What follows belongs to an exercise in optimizing a design on an open flow for small area, a short achievable clock period and few clock cycles; a production flow would make more cautious choices.
Function was checked by simulation only, so behaviour that the tests miss may differ from the original.
Power and IR drop assume default switching activity.

==> try-indigo <==
==> flow/design.v (excerpt) <==
module mbxrc (
    input  wire        clk,
    input  wire        rst,         
    input  wire        side_fw,     
    input  wire        req_valid,
    input  wire        req_we,
    input  wire [7:0]  req_addr,
    input  wire [31:0] req_wdata,
    output reg         req_ready,
    output reg  [31:0] req_rdata,
    output reg         mem_valid,
    output reg         mem_we,
    output reg  [6:0]  mem_addr,
    output reg  [31:0] mem_wdata,
    input  wire        mem_ready,
    input  wire [31:0] mem_rdata,
    output reg         diag_valid,
    output reg  [31:0] diag_data
);
    localparam [31:0] MAGIC_VALID = 32'hC0DE600D;
    localparam [31:0] MAGIC_TOMB  = 32'hC0DEDEAD;
    localparam [3:0] ST_OK = 4'd0, ST_NONE = 4'd1, ST_EINVARG = 4'd2, ST_ENOSPC = 4'd3,
                     ST_EINVAL = 4'd4, ST_ERES = 4'd5, ST_ETIMEOUT = 4'd6,
                     ST_EILLEGAL = 4'd7, ST_ESTATE = 4'd8, ST_EFAULT = 4'd9;
    localparam [4:0] O_TOPHYS = 5'b00_001, O_WRMSG = 5'b00_010, O_RDMSG = 5'b00_011,
                     O_WRCMD  = 5'b00_100, O_RDCMD = 5'b00_101,
                     O_PUT    = 5'b01_000, O_GET   = 5'b01_001, O_PEEK  = 5'b01_010,
                     O_REF    = 5'b01_011, O_GETC  = 5'b01_100, O_CLEAR = 5'b01_101,
                     O_DUMP   = 5'b01_110,
                     O_OPEN   = 5'b10_000, O_ATTACH = 5'b10_001, O_CLOSE = 5'b10_010,
  ...
clock: 10.0 ns
lec_check: 0
cap_margin: 20
core_margin: 2
core_utilization: 40
cts_cluster_diameter: 60
cts_cluster_size: 20
setup_slack_margin: 4
slew_margin: 20
run.sh (not shown) runs the stock make flow with config.mk's settings and CLKGATE_MAP_FILE= SYNTH_SCRIPT=/design/flow/synth_recipe.tcl, a recipe that flattens the netlist after the stock synthesis.
==> inputs of try-willow, as changes to try-indigo <==
--- a/flow/design.v
+++ b/flow/design.v
@@ -28,27 +28,27 @@
                      O_REF    = 5'b01_011, O_GETC  = 5'b01_100, O_CLEAR = 5'b01_101,
                      O_DUMP   = 5'b01_110,
                      O_OPEN   = 5'b10_000, O_ATTACH = 5'b10_001, O_CLOSE = 5'b10_010,
                      O_SIGRD  = 5'b10_011, O_SIGWR  = 5'b10_100, O_WAIT  = 5'b10_101;
     localparam IDLE = 0,  ONE  = 1,  RC   = 2,  RW   = 3,  PCHK = 4,  XF   = 5,
                PPUB = 6,  F0   = 7,  F3   = 8,  F4   = 9,  F1   = 10, F2   = 11,
                GWR  = 12, TOMB = 13, FIN  = 14, D1   = 15, D2   = 16, D3   = 17,
                D4   = 18, D5   = 19, OPN  = 20, ATT  = 21, SIG  = 22, W0   = 23,
-               WC   = 24, WT   = 25, PRE  = 26, W1   = 27, NS   = 28;
+               WC   = 24, WT   = 25, PRE  = 26, NS   = 27;
     reg [NS-1:0] sv;
     reg [4:0]  o;
     reg [1:0]  ch;
     reg [2:0]  clc;               
     reg [6:0]  cso;               
     reg        tbf, idx, ph;
     reg        eflag;
     reg [3:0]  k;
     reg [2:0]  n, nt;
-    reg        fE, fS, fM, fV, fT, f32, nospc, polled, aerr;
+    reg        fS, fM, fV, fT, f32, nospc, match, aerr;
     reg [5:0]  delta;
     reg [31:0] pos;
     reg [31:0] wcr;               
     reg [5:0]  fw;                
     reg [6:0]  fa;                
     reg [4:0]  ira;               
     reg [3:0]  status;
     reg [31:0] arg0, arg1, res0, res1, clen;
@@ -163,24 +163,24 @@
             ay = v_m3 ? m3 : 32'd0;
         end
         if (sv[ONE])  begin ay = 32'hFFFFFFFF; amk = v_arg1 ? arg1 : 32'd0; end    
         if (sv[PCHK]) begin ax = pos; ay = {26'd0, delta}; end      
         if (sv[XF])   begin
             if (is_put) begin ax = m4; ay = 32'd32; end             
             else ay = (o == O_WRMSG) ? 32'd24 : 32'd32;             
         end
-        if (sv[F3]) begin
+        if (sv[F0]) begin
             if (is_dump) begin amk = 32'd0; smv = {7'd0, n}; end    
             else ax = pos;                                          
         end
-        if (sv[F2]) ax = pos;                                       
-        if (sv[F1]) begin ax = m4; ay = 32'd32; end                 
-        if (sv[W1]) amk = 32'd0;                                    
-        if (sv[WT]) begin ax = res0; ay = 32'd1; end                
+        if (sv[F3]) ax = pos;                                       
+        if (sv[F2] || sv[WC]) ax = pos;                             
+        if (sv[WT]) begin ax = pos; ay = 32'd1; end                 
+        if (sv[W0]) amk = 32'd0;                                    
         if (sv[OPN]) begin amk = 32'd0; smv = 10'h1C8; end
         if (sv[ATT]) begin amk = 32'd0; smv = {anext[7:0], 2'b00}; end
     end
     wire [31:0] ab    = ((ax + ay) & amk) | {22'd0, smv};
     wire [31:0] inc32 = mem_rdata + 32'd32;
     wire [7:0] aoff  = (k[3:1] == 3'd0) ? 8'd18 : pos[7:0];        
     wire       ao_ok = (mem_rdata[31:10] == 22'd0) && (mem_rdata[9:0] == {aoff, 2'b00});
     wire [6:0] al    = mem_rdata[8:2];
@@ -209,48 +209,48 @@
             2'd0: begin apack[10:8]  = acode; apack[23:17] = anext[6:0]; end
             2'd1: begin apack[13:11] = acode; apack[30:24] = anext[6:0]; end
             default: apack[16:14] = acode;
         endcase
     end
     wire opw_pres = req_we && (req_addr == 8'd0);
     wire op_start = sv[IDLE] && req_valid && opw_pres;
     wire reg_wr   = sv[IDLE] && req_valid && req_we;
-    wire f3fail = fE || fS || fM || (is_rcv && !fV) || (is_dump && !fV && !fT) ||
+    wire f3fail = fS || fM || (is_rcv && !fV) || (is_dump && !fV && !fT) ||
                   (is_clear && !fT);
-    wire wmatch_n = polled && dE;                                   
-    wire wdone  = wmatch_n || (res0 == (v_arg1 ? arg1 : 32'd0));
+    wire wdone  = match || (pos == (v_arg1 ? arg1 : 32'd0));
     reg acc, awe, done, wait_hs;
     reg [3:0] fstat;
     always @(*) begin
-        acc = sv[IDLE] | sv[RC] | sv[RW] | sv[PPUB] | sv[F0] | sv[F1] | sv[F2] | sv[GWR] |
-              sv[TOMB] | sv[D1] | sv[D2] | sv[D3] | sv[D4] | sv[D5] | sv[OPN] | sv[ATT] | sv[SIG] |
+        acc = sv[IDLE] | sv[RC] | sv[RW] | sv[PPUB] | (sv[F0] && (!dE || is_clear)) |
+              sv[F1] | sv[F2] | sv[GWR] |
+              sv[TOMB] | sv[D1] | sv[D2] | sv[D4] | sv[D5] | sv[OPN] | sv[ATT] | sv[SIG] |
               sv[WT] | (sv[XF] && !(put_k0 && put_stop)) |
               (sv[F3] && (!f3fail || is_clear)) |
-              (sv[F4] && (f32 || is_clear)) |
+              (sv[F4] && ((!f32 && is_clear) || (f32 && !(is_dump && fV)))) |
               (sv[FIN] && is_clear);
         awe = sv[PPUB] | sv[GWR] | sv[TOMB] | sv[OPN] | (sv[SIG] && (o == O_SIGWR)) |
               (sv[XF] && xf_wr) |
-              (is_clear && ((sv[F3] && f3fail) | (sv[F4] && !f32) | sv[FIN]));
+              (is_clear && ((sv[F0] && dE) | (sv[F3] && f3fail) | (sv[F4] && !f32) | sv[FIN]));
         done = sv[ONE] | sv[PPUB] | sv[GWR] | sv[FIN] | sv[SIG] |
                (sv[XF] && ((put_k0 && put_stop) || (xf_last && !is_put))) |
-               (sv[F3] && f3fail) | (sv[F4] && !f32) | (sv[F2] && !is_get) |
+               (sv[F0] && dE) | (sv[F3] && f3fail) | (sv[F4] && !f32) | (sv[F2] && !is_get) |
                (sv[OPN] && (k == 4'd15)) | (sv[ATT] && (k == 4'd7)) | (sv[WC] && wdone);
         wait_hs = acc;
         fstat = ST_OK;
         if (sv[XF] && put_k0) fstat = nospc ? ST_ENOSPC : ST_EFAULT;
+        if (sv[F0] && is_rcv) fstat = ST_NONE;                     
         if (sv[F3]) begin
-            if (fE)      fstat = is_rcv ? ST_NONE : ST_OK;
-            else if (fS) fstat = ST_ERES;
+            if (fS)      fstat = ST_ERES;
             else if (fM) fstat = ST_EFAULT;
             else         fstat = is_clear ? ST_OK : ST_EINVAL;
         end
         if (sv[F4] || sv[FIN]) fstat = ST_ERES;
         if (sv[ATT] && (aerr || !al_ok)) fstat = ST_ERES;
-        if (sv[WC] && !wmatch_n) fstat = ST_ETIMEOUT;
+        if (sv[WC] && !match) fstat = ST_ETIMEOUT;
     end
     wire hs   = acc && mem_ready;
     wire fin  = done && (!wait_hs || mem_ready);
     wire adv  = !acc || mem_ready;
     wire wfetch = sv[PRE] || (sv[PCHK] && is_put) || (sv[F2] && mem_ready) ||
                   (sv[XF] && xf_wr && mem_ready);
     wire xf_more = !xf_last || (is_put && !ph);
     reg [NS-1:0] nx;
@@ -288,51 +288,48 @@
             if (sv[TOMB]) nx[F0]   = 1'b1;
             if (sv[D1])   nx[D2]   = 1'b1;
             if (sv[D2])   nx[D3]   = 1'b1;
             if (sv[D3])   nx[D4]   = 1'b1;
             if (sv[D4])   nx[D5]   = 1'b1;
             if (sv[D5])   begin nx[FIN] = walk_end; nx[F0] = !walk_end; end
             if (sv[OPN])  nx[OPN]  = 1'b1;
             if (sv[ATT])  nx[ATT]  = 1'b1;
-            if (sv[W0])   nx[W1]   = 1'b1;
-            if (sv[W1])   nx[WC]   = 1'b1;
+            if (sv[W0])   nx[WC]   = 1'b1;
             if (sv[WC])   nx[WT]   = 1'b1;
             if (sv[WT])   nx[WC]   = 1'b1;
         end
         if (fin) begin
             nx = {NS{1'b0}};
             nx[IDLE] = 1'b1;
         end
     end
     wire [5:0] cmask_x = sv[IDLE] ? ~(6'h3F << wlc) : cmask;
     wire [6:0] cso_x   = sv[IDLE] ? wso : cso;
     wire [2:0] ch1_x   = sv[IDLE] ? wch1 : ({1'b0, ch} + 3'd1);
-    wire fail_n = dE || dS || (pos[1:0] != 2'd0) || (mem_rdata != MAGIC_TOMB);
+    wire fail_n = dS || (pos[1:0] != 2'd0) || (mem_rdata != MAGIC_TOMB);
     wire f32_n  = (mem_rdata == 32'd32);
     reg [5:0] fsrc;
     reg [5:0] fdel;
     always @(*) begin
         fsrc = fw;
         fdel = 6'd0;
         if (sv[IDLE]) fsrc = wrefpv ? ab[7:2] : ((wo == O_GETC) ? (v_m4 ? m4[7:2] : 6'd0) :
                                                               (v_arg0 ? arg0[7:2] : 6'd0));
         if (sv[PRE])  fsrc = v_arg0 ? arg0[7:2] : 6'd0;
         if (sv[RW])   fsrc = is_clear ? (v_m5 ? m5[7:2] : 6'd0) : pos[7:2];
         if (sv[PCHK] || sv[TOMB]) fsrc = pos[7:2];
         if (sv[XF]) begin
             if (xf_last) fsrc = m4[7:2];
             else fdel = 6'd1;
         end
         if (sv[F0]) fdel = 6'd3;
-        if (sv[F3]) fdel = (is_dump && fV) ? 6'h3D : 6'd1;   
-        if (sv[F1] || sv[D1] || sv[D2] || sv[D3]) fdel = 6'd1;
+        if (sv[F3] || sv[F1] || sv[D1] || sv[D2] || sv[D3]) fdel = 6'd1;
         if (sv[F4]) begin
-            if (is_rcv) fdel = 6'h3D;                            
-            else if (is_dump && fV) fdel = 6'd1;
+            if (is_rcv || (is_dump && fV)) fdel = 6'h3D;        
             else begin fsrc = mem_rdata[7:2]; fdel = 6'd8; end
         end
         if (sv[D5]) begin fsrc = mem_rdata[7:2]; fdel = 6'd8; end
     end
     wire [5:0] fw_n    = (fsrc + fdel) & cmask_x;
     wire [6:0] field_n = cso_x + {1'b0, fw_n};
     wire use_ctrl = (sv[IDLE] && wring && !(wrefpv && mem_ready)) || sv[RC] ||
                     (sv[XF] && xf_last && ph) || sv[F2] ||
@@ -353,17 +350,18 @@
         else if (sv[ATT]) oth = 7'd2 + {2'd0, k[2:1] + {1'b0, k[0]}, 2'b00} + {6'd0, !k[0]};
         else if (sv[WC])  oth = 7'd0;
         else use_oth = 1'b0;
     end
     wire [6:0] fa_n = use_ctrl ? {2'b00, ch1_x, 1'b0, rcs} : (use_oth ? oth : field_n);
     always @(*) begin
         mem_valid = acc;
         mem_we    = awe;
-        mem_addr  = sv[IDLE] ? {2'b00, wch1, 1'b0, wrcsel} : fa;
+        mem_addr  = sv[IDLE] ? {2'b00, wch1, 1'b0, wrcsel} :
+                    (sv[F0] && dE) ? {2'b00, {1'b0, ch} + 3'd1, 2'b01} : fa;
     end
     reg [31:0] opd;
     always @(*) begin
         case (k[1:0])
             2'd0: case (k[3:2])
                       2'd0: opd = 32'h48;
                       2'd1: opd = 32'h88;
                       2'd2: opd = 32'h108;
@@ -393,34 +391,36 @@
         req_rdata = {32{rz}} & (({32{h[0]}} & g0) | ({32{h[1]}} & g1) | ({32{h[2]}} & g2) |
                                 ({32{h[3]}} & g3) | ({32{h[4]}} & g4) | ({32{h[5]}} & g5));
     end
     always @(*) begin
         if (sv[TOMB])
             mem_wdata = MAGIC_TOMB;
         else if (sv[OPN])
             mem_wdata = opd;
-        else if (sv[F3] || sv[F4] || sv[FIN])
+        else if (sv[F0] || sv[F3] || sv[F4] || sv[FIN])
             mem_wdata = pos;
         else
             mem_wdata = wcr;
     end
     always @(*) begin
         req_ready = sv[IDLE] ? !opw_pres : fin;
     end
     always @(*) begin
-        diag_valid = ((sv[F4] && is_dump && fV && f32) || sv[D1] || sv[D2] || sv[D3] ||
-                      sv[D4] || sv[D5]) && mem_ready;
-        diag_data  = sv[D5] ? pos : mem_rdata;
+        diag_valid = (sv[F4] && is_dump && fV && f32) || sv[D3] ||
+                     ((sv[D1] || sv[D2] || sv[D4] || sv[D5]) && mem_ready);
+        if (sv[F4])      diag_data = MAGIC_VALID;
+        else if (sv[D3]) diag_data = 32'd32;
+        else if (sv[D5]) diag_data = pos;
+        else             diag_data = mem_rdata;
     end
     wire [31:0] wb = sv[IDLE] ? req_wdata : ((sv[PCHK] || (sv[XF] && is_put)) ? ab : mem_rdata);
     wire rd_xf = sv[XF] && !xf_wr && mem_ready;
     wire put_pub = sv[XF] && put_k0 && !nospc;
     wire rcv_f4 = sv[F4] && f32 && is_rcv && mem_ready;
-    wire rcv_f1 = sv[F1] && mem_ready;
     wire we_a0  = reg_wr && (req_addr == 8'd2);
     wire we_a1  = reg_wr && (req_addr == 8'd3);
     wire we_cl  = reg_wr && (req_addr == 8'd6);
     wire set_cl = rd_xf && !xf_m && xf_last;
     wire we_m0  = (reg_wr && (req_addr == 8'd8))  || (rd_xf && xf_m && (k[2:0] == 3'd0));
     wire we_m1  = (reg_wr && (req_addr == 8'd9))  || (rd_xf && xf_m && (k[2:0] == 3'd1)) ||
                   (sv[F1] && mem_ready);
     wire we_m2  = (reg_wr && (req_addr == 8'd10)) || (rd_xf && xf_m && (k[2:0] == 3'd2)) ||
@@ -434,40 +434,40 @@
     wire we_cw1 = (reg_wr && (req_addr == 8'd17)) || (rd_xf && !xf_m && (k[2:0] == 3'd1));
     wire we_cw2 = (reg_wr && (req_addr == 8'd18)) || (rd_xf && !xf_m && (k[2:0] == 3'd2));
     wire we_cw3 = (reg_wr && (req_addr == 8'd19)) || (rd_xf && !xf_m && (k[2:0] == 3'd3));
     wire we_cw4 = (reg_wr && (req_addr == 8'd20)) || (rd_xf && !xf_m && (k[2:0] == 3'd4));
     wire we_cw5 = (reg_wr && (req_addr == 8'd21)) || (rd_xf && !xf_m && (k[2:0] == 3'd5));
     wire we_cw6 = (reg_wr && (req_addr == 8'd22)) || (rd_xf && !xf_m && (k[2:0] == 3'd6));
     wire we_cw7 = (reg_wr && (req_addr == 8'd23)) || (rd_xf && !xf_m && (k[2:0] == 3'd7)) ||
                   (put_pub && tbf);
-    wire clr_ok  = fE || (!fS && !fM);
+    wire clr_ok  = !fS && !fM;
     wire we_r0 = (sv[ONE] && !eflag && (o == O_TOPHYS)) ||
                  (put_pub && (pos[1:0] == 2'd0)) ||
                  (sv[XF] && xf_wr && xf_last && !is_put && mem_ready) ||
                  (sv[F3] && fin && is_clear && clr_ok) ||
-                 (sv[F3] && is_dump && fE) ||
-                 rcv_f1 ||
+                 (sv[F0] && dE && (is_dump || (is_clear && mem_ready))) ||
+                 rcv_f4 ||
                  (sv[OPN] && (k == 4'd15) && mem_ready) ||
                  (sv[ATT] && (k == 4'd7) && mem_ready && !aerr && al_ok) ||
                  (sv[SIG] && (o == O_SIGRD) && mem_ready) ||
-                 sv[W1] || (sv[WT] && mem_ready);
-    wire [31:0] res0_d = sv[SIG] ? mem_rdata : ab;
+                 (sv[WC] && wdone);
+    wire [31:0] res0_d = sv[F4] ? inc32 : (sv[SIG] ? mem_rdata : ab);
     wire we_r1 = (sv[PCHK] && !cnospc && (pos[1:0] == 2'd0)) ||
                  (sv[F3] && fin && is_clear && clr_ok) ||
-                 (sv[F3] && is_dump && fE);
-    wire [31:0] res1_d = sv[F3] ? {29'd0, is_dump ? nt : n} : ab;
+                 (sv[F0] && dE && (is_dump || (is_clear && mem_ready)));
+    wire [31:0] res1_d = (sv[F0] || sv[F3]) ? {29'd0, is_dump ? nt : n} : ab;
     wire we_pos = (op_start && (wrefpv || mem_ready)) || (sv[RC] && mem_ready) ||
                   (sv[F4] && f32 && !is_rcv && !(is_dump && fV) && mem_ready) ||
                   (sv[D5] && mem_ready) || (sv[ATT] && k[0] && mem_ready) ||
-                  sv[W0];
+                  sv[W0] || (sv[WT] && mem_ready);
     wire [31:0] pos_d = (sv[F4] || sv[D5]) ? inc32 :
                         sv[ATT] ? apack :
-                        ((sv[IDLE] && wrefpv) || sv[W0]) ? ab : mem_rdata;
-    wire we_wcr = (op_start && wrefpv && mem_ready) || ((sv[RW] || sv[WT]) && mem_ready);
+                        ((sv[IDLE] && wrefpv) || sv[W0] || sv[WT]) ? ab : mem_rdata;
+    wire we_wcr = (op_start && wrefpv && mem_ready) || (sv[RW] && mem_ready);
     always @(posedge clk) begin
         if (rst) begin
             sv     <= {{(NS-1){1'b0}}, 1'b1};
             ira    <= 5'd0;
             status <= ST_OK;
             v_arg0 <= 1'b0; v_arg1 <= 1'b0; v_res0 <= 1'b0; v_res1 <= 1'b0; v_clen <= 1'b0;
             v_m0 <= 1'b0; v_m1 <= 1'b0; v_m2 <= 1'b0; v_m3 <= 1'b0; v_m4 <= 1'b0; v_m5 <= 1'b0;
             v_cw0 <= 1'b0; v_cw1 <= 1'b0; v_cw2 <= 1'b0; v_cw3 <= 1'b0; v_cw4 <= 1'b0; v_cw5 <= 1'b0; v_cw6 <= 1'b0; v_cw7 <= 1'b0;
@@ -552,17 +552,16 @@
                     ph <= 1'b1;
                 end else
                     k <= k + 4'd1;
             end
             if (sv[ONE] && !eflag && (o == O_CLOSE)) opened <= 1'b0;
             if (sv[RW]) delta <= cdelta;
             if (sv[PCHK]) nospc <= cnospc;
             if (sv[F0]) begin
-                fE <= dE;
                 fS <= dS;
                 fM <= (pos[1:0] != 2'd0);
                 fV <= (mem_rdata == MAGIC_VALID);
                 fT <= (mem_rdata == MAGIC_TOMB);
             end
             if (sv[F3]) f32 <= f32_n;
             if (sv[F4] && f32 && !is_rcv && !(is_dump && fV) && mem_ready) begin
                 if (is_dump) nt <= nt + 3'd1; else n <= n + 3'd1;
@@ -580,18 +579,18 @@
             if (sv[ATT] && mem_ready) begin
                 if (!astep_ok) aerr <= 1'b1;
                 if ((k == 4'd7) && !aerr && al_ok) begin
                     lc0 <= pos[10:8]; lc1 <= pos[13:11]; lc2 <= pos[16:14]; lc3 <= acode;
                     so1 <= pos[23:17]; so2 <= pos[30:24]; so3 <= pos[6:0];
                     opened <= 1'b1;
                 end
             end
-            if (sv[W0]) polled <= 1'b0;
-            if (sv[WT] && mem_ready) polled <= 1'b1;
+            if (sv[W0]) match <= 1'b0;
+            if (sv[WT] && mem_ready) match <= (mem_rdata == (v_arg0 ? arg0 : 32'd0));
             if (we_pos) pos <= pos_d;
             if (wfetch) wcr <= req_rdata;
             else if (we_wcr) wcr <= mem_rdata;
             if (sv[IDLE] || adv) begin
                 fw <= fw_n;
                 fa <= fa_n;
             end
         end
==> flow/flow/run.sh (new file) <==
#!/bin/bash
# Layout: the standard ORFS flow (standard.sh, synthesis unchanged) with two
# layout choices passed to ORFS:
#  - the port buffers that buffer_ports inserts are sky130_fd_sc_hd__buf_2
#    (by default it picks the delay cell sky130_fd_sc_hd__clkdlybuf4s50_1);
set -euo pipefail
bash standard.sh \
  "BUFFER_PORTS_ARGS=-buffer_cell sky130_fd_sc_hd__buf_2" \
  "CTS_ARGS=-sink_clustering_enable -repair_clock_nets -sink_clustering_size 25 -sink_clustering_max_diameter 80 -dont_use_dummy_load" \
  finish > layout.log 2>&1
==> flow/standard.sh (new file) <==
#!/bin/bash
# synth_recipe.tcl (not shown) runs the flow's synth.tcl, then flattens the netlist and writes it again
# the make line also repeats each setting of config.mk as NAME=value (left out here)
make -C /OpenROAD-flow-scripts/flow DESIGN_CONFIG=/design/flow/config.mk WORK_HOME=/design/flow/orfs CLKGATE_MAP_FILE= SYNTH_SCRIPT=/design/flow/synth_recipe.tcl "${@:-finish}"
Settings changed: CTS_CLUSTER_DIAMETER 60 to 80, CTS_CLUSTER_SIZE 20 to 25.
removed: flow/run.sh
==> comparison <==
try-willow completed without violations. try-indigo completed without violations.
Against try-willow, the non-clock buffer count of try-indigo is higher by 112.
Maximum frequency: try-willow is larger than try-indigo (2.2%).
Sequential power is about the same in try-indigo and try-willow.
Of try-willow and try-indigo, try-willow has the higher register-to-register slack (gap 0.08 ns).
Worst hold slack: try-indigo is better than try-willow (0.014 ns).
Testbench counts of try-indigo, summed over its fixed seeds: cycles 46,109.
Testbench counts of try-willow, summed over its fixed seeds: cycles 45,433.

## what the ideal ports hide
In the flow no input, the clock included, has a driving cell. The finished layouts below were timed again as built, in two steps.
Step 1 sets driving cells, clkbuf_16 on the clock port and buf_2 on the other inputs (assumed; they add their load-dependent delay and slew).
Step 2 also shifts input and output timing later by t, the mid clock arrival at the registers, as if the neighbouring blocks saw the same clock.
Three values: ideal, step 1, step 2; two values: the first two.
run	t, ns	setup WS [ns]	worst setup path after step 2	latest minus earliest clock arrival (ns)	slew at the worst register clock pin (ns)
try-indigo	0.766	3.685 / 3.630 / 3.049	input to register	0.038 / 0.038	0.09 / 0.09
try-willow	0.748	3.821 / 3.766 / 3.311	input to register	0.095 / 0.096	0.11 / 0.11
After both steps every run listed still meets setup and hold. The setup slack of try-indigo, which loses most, moves by -0.055 ns with the drivers and by -0.636 ns with both steps.
